Source: an optimization exercise on an open RTL-to-GDS flow (aim: small area, a short achievable clock period and few clock cycles per item). Production flows keep margins and buffers that such runs may drop.
No functional check of the RTL was part of this run.

==> design.v <==
module mul_unit (
    input  wire        clk,
    input  wire        rst,         
    input  wire        in_valid,
    output wire        in_ready,
    input  wire [31:0] a,
    input  wire [31:0] b,
    input  wire [31:0] c,
    input  wire [5:0]  shift,
    input  wire        signed_op,
    input  wire        trunc,
    output reg         out_valid,
    output reg  [63:0] r,
    output reg         ovf32
);
    assign in_ready = 1'b1;
    wire signed [32:0] a_x = {signed_op & a[31], a};
    wire signed [32:0] b_x = {signed_op & b[31], b};
    wire signed [32:0] c_x = {signed_op & c[31], c};
    wire signed [65:0] prod = a_x * b_x;
    wire signed [65:0] q_floor = prod >>> shift;
    wire [65:0] rem_mask = (66'd1 << shift) - 66'd1;
    wire        rem_nz   = |(prod & rem_mask);
    wire        round_up = trunc & prod[65] & rem_nz;
    wire signed [65:0] q   = q_floor + {65'd0, round_up};
    wire signed [65:0] sum = q + {{33{c_x[32]}}, c_x};
    wire ovf_s = ~((&sum[65:31]) | ~(|sum[65:31]));
    wire ovf_u = |sum[65:32];
    always @(posedge clk) begin
        if (rst) begin
            out_valid <= 1'b0;
        end else begin
            out_valid <= in_valid & in_ready;
        end
        if (in_valid & in_ready) begin
            r     <= sum[63:0];
            ovf32 <= signed_op ? ovf_s : ovf_u;
        end
    end
endmodule
==> run.sh <==
#!/bin/bash
# synth_recipe.tcl (not shown) runs the flow's synth.tcl, then flattens the netlist and writes it again
# the make line also repeats each setting of config.mk as NAME=value (left out here)
make -C /OpenROAD-flow-scripts/flow DESIGN_CONFIG=/design/flow/config.mk WORK_HOME=/design/flow/orfs CLKGATE_MAP_FILE= SYNTH_SCRIPT=/design/flow/synth_recipe.tcl finish
==> config.mk <==
export PLATFORM = sky130hd
export DESIGN_NAME = mul_unit
export DESIGN_NICKNAME = mul_unit
export VERILOG_FILES = /design/flow/design.v
export SDC_FILE = /design/flow/constraint.sdc
export NUM_CORES = 4
export LEC_CHECK = 0
export CAP_MARGIN = 20
export CORE_MARGIN = 2
export CORE_UTILIZATION = 40
export SLEW_MARGIN = 20
==> constraint.sdc <==
create_clock -name core_clock -period 19.0 [get_ports {clk}]
set_input_delay 3.8000 -clock core_clock [delete_from_list [all_inputs] [get_ports {clk}]]
set_output_delay 3.8000 -clock core_clock [all_outputs]
set_load 0.01 [all_outputs]
==> summary.txt <==
==> path summary, 6_finish.rpt <==
check,from,endpoint,cells past startpoint
setup / recovery,signed_op,ovf32,42
hold / removal,rst,out_valid,2
==> sequential cells by signal (all words and copies together) (netlist names) <==
name and cells:
r 64, out_valid 1, ovf32 1
==> worst max-delay path: cells and delay by family <==
| family | cells | cell delay, ns |
|---|---|---|
| AND/OR/NAND/NOR | 11 | 3.89 |
| adder cells (fa/ha/maj) | 11 | 5.18 |
| AO/OA/AOI/OAI | 13 | 3.20 |
| buffers and inverters | 5 | 1.17 |
| XOR/XNOR | 2 | 0.81 |
==> logic make-up (layout without fill, tap and decap cells) <==
kind of cell	after synthesis	in the layout
flip-flops	66	66
AO/OA/AOI/OAI	957	957
AND/OR/NAND/NOR	1970	1970
XOR/XNOR	119	119
multiplexers	117	117
buffers and inverters	1531	1474
adder cells (fa/ha/maj)	1429	1429
other	1	2
==> area by class of cell <==
cell class / instances / area (um^2) / share of cell area, %
Multi-Input combinational cell: 4593 / 44900 / 79.6
Sequential cell: 66 / 1970 / 3.50
Clock buffer: 9 / 225 / 0.399
Antenna cell: 1 / 2.50 / 0.00444
Tap cell: 1755 / 2200 / 3.89
Clock inverter: 7 / 125 / 0.222
Inverter: 1157 / 4340 / 7.70
Timing Repair Buffer: 301 / 2620 / 4.64
==> placed cells by master, fill, tap and decap left out, types with 79 or more instances in the layout <==
| master | instances |
|---|---|
| nand2_1 | 973 |
| a21oi_1 | 265 |
| and2_1 | 369 |
| fa_1 | 1147 |
| o21ai_0 | 160 |
| inv_1 | 1150 |
| nor2_1 | 231 |
| clkdlybuf4s50_1 | 155 |
| ha_1 | 281 |
| buf_4 | 129 |
| xnor2_1 | 79 |
==> layer usage <==
| layer | track usage [%] | wire length [um] | vias up |
|---|---|---|---|
| met5 | 0 | 16 | - |
| met4 | 9.91 | 8010 | 2 |
| met3 | 2.46 | 11200 | 394 |
| met2 | 42.5 | 79600 | 1845 |
| met1 | 35.4 | 72200 | 22700 |
| li1 | - | - | 19500 |
==> impl_metrics.env <==
export IMPL_clk_pin_slew_ns=0.06
export IMPL_drt_total_wl_um=171000
export IMPL_max_cap_violations=0
export IMPL_crit_fanout=20
export IMPL_max_stage_delay_ns=0.62
export IMPL_required_ns=19.08
export IMPL_core_area_um2=131000
export IMPL_hold_ws_ns=3.99
export IMPL_setup_tns_ns=0
export IMPL_rsz0062_at_grt="no"
export IMPL_setup_slack_ns=1.00
export IMPL_synth_cell_types=114
export IMPL_cp_slowest_cell="clkdlybuf4s50_1"
export IMPL_cp_end_kind="flip-flop"
export IMPL_dpl_worst_slack_ns=0.864
export IMPL_finalWeightedCongestion=1.00
export IMPL_wire_per_inst_um=21.7
export IMPL_final_period_utilization_pct=94.7
export IMPL_drive_gt1_share_pct=4.81
export IMPL_yosysSeqAreaShare_pct=3.74
export IMPL_area_delta_synth_final_pct=6.98
export IMPL_syn_inst=6190
export IMPL_fill_cells=13200
export IMPL_syn_nets=7726
export IMPL_stdcell_count=7889
export IMPL_die_height_um=367
export IMPL_initial_core_util_pct=40.2
export IMPL_post_cts_setup_buffer_count=0
export IMPL_cts_tree="built"
export IMPL_synthDominantCellAreaShare_pct=43.6
export IMPL_timing_fmax_mhz=55.6
export IMPL_async_reset_ff_share_pct=0
export IMPL_numClockSinks=66
export IMPL_drc=0
export IMPL_cts_buffers_inserted=9
export IMPL_die_w_um=367
export IMPL_grt_max_degree=71
export IMPL_yosysMostFrequentCell="inv_1"
export IMPL_worstSetupStartpointType="input port"
export IMPL_cts_repair_resized=0
export IMPL_port_buffers=172
export IMPL_row_count=133
export IMPL_slew_headroom_pct=24.1
export IMPL_drt_iter0_markers=3795
export IMPL_ys_top_cells_by_area="fa_1 (44%), inv_1 (8.2%), nand2_1 (6.9%), ha_1 (6.7%), and2_1 (4.4%)"
export IMPL_hp_class="in2reg"
export IMPL_tightestPinTransition_ns=1.13
export IMPL_ios=174
export IMPL_synth_seq_cells=66
export IMPL_crit_type="in2reg"
export IMPL_synth_edff_count=65
export IMPL_synth_top_family_by_area="adder cells"
export IMPL_grt_total_usage_pct=25.9
export IMPL_utilization_pct=43.0
export IMPL_synthMuxAreaShare_pct=2.90
export IMPL_synth_compound_area_share_pct=12.3
export IMPL_worstPathArrival_ns=18.08
export IMPL_h_tree_depth=3
export IMPL_vias=44400
export IMPL_place_area_um2=56000
export IMPL_synth_simple_area_share_pct=17.7
export IMPL_ant_nets=0
export IMPL_clockRootBuffer="clkbuf_16"
export IMPL_grt_pass1_wl_um=276000
export IMPL_die_area_um2=135000
export IMPL_synth_top_flop_cell="edfxtp_1"
export IMPL_final_setup_viol_count=0
export IMPL_grt_pass1_vias=46900
export IMPL_synth_area_leader_cell="fa_1"
export IMPL_hold_viol=0
export IMPL_hold_buffers=0
export IMPL_synth_xor_area_share_pct=2.00
export IMPL_antenna_found_initial=3
export IMPL_synth_warnings=1
export IMPL_vias_per_cell=5.63
export IMPL_final_min_clock_period_ns=18.00
export IMPL_dp_cells=7872
export IMPL_drt_pass1_iter_count=5
export IMPL_slew_violations=0
export IMPL_clockBufferDepth=2
export IMPL_syn_mean_instance_area_um2=8.51
export IMPL_fin_nets=7664
export IMPL_status="no timing/DRC/antenna violations"
export IMPL_final_cell_area_um2=56400
export IMPL_synth_adder_area_share_pct=50.3
export IMPL_ys_top_cells_by_count="inv_1 (1152), fa_1 (1148), nand2_1 (973), and2_1 (369), clkbuf_1 (308)"
export IMPL_gr_total_overflow=0
export IMPL_hpwl_um=143000
export IMPL_path_common_cell="fa_1"
export IMPL_syn_area_um2=52700

==> static timing again, ports no longer ideal <==
Ports are ideal in the flow. The routed layout listed here was re-timed in OpenROAD.
Step 1 sets driving cells, clkbuf_16 on the clock port and buf_2 on the other inputs (assumed; they add their load-dependent delay and slew).
Step 2 times the ports against the registers' clock, not the clock port: input delays grow and output delays shrink by t, the midpoint of the rising clock arrivals with the driver on.
Three values: ideal ports, drivers, drivers and shift; two values: the first two.
shift t [ns]: 0.382
setup slack, ns: 1.003 / 0.835 / 0.453
worst setup path after step 2: input to register
worst data-port slew with drivers (ns): 0.21
pins driven straight from the clock port: 1
After both steps this run still meets setup and hold. The setup slack of this run moves by -0.168 ns with the drivers and by -0.550 ns with both steps.
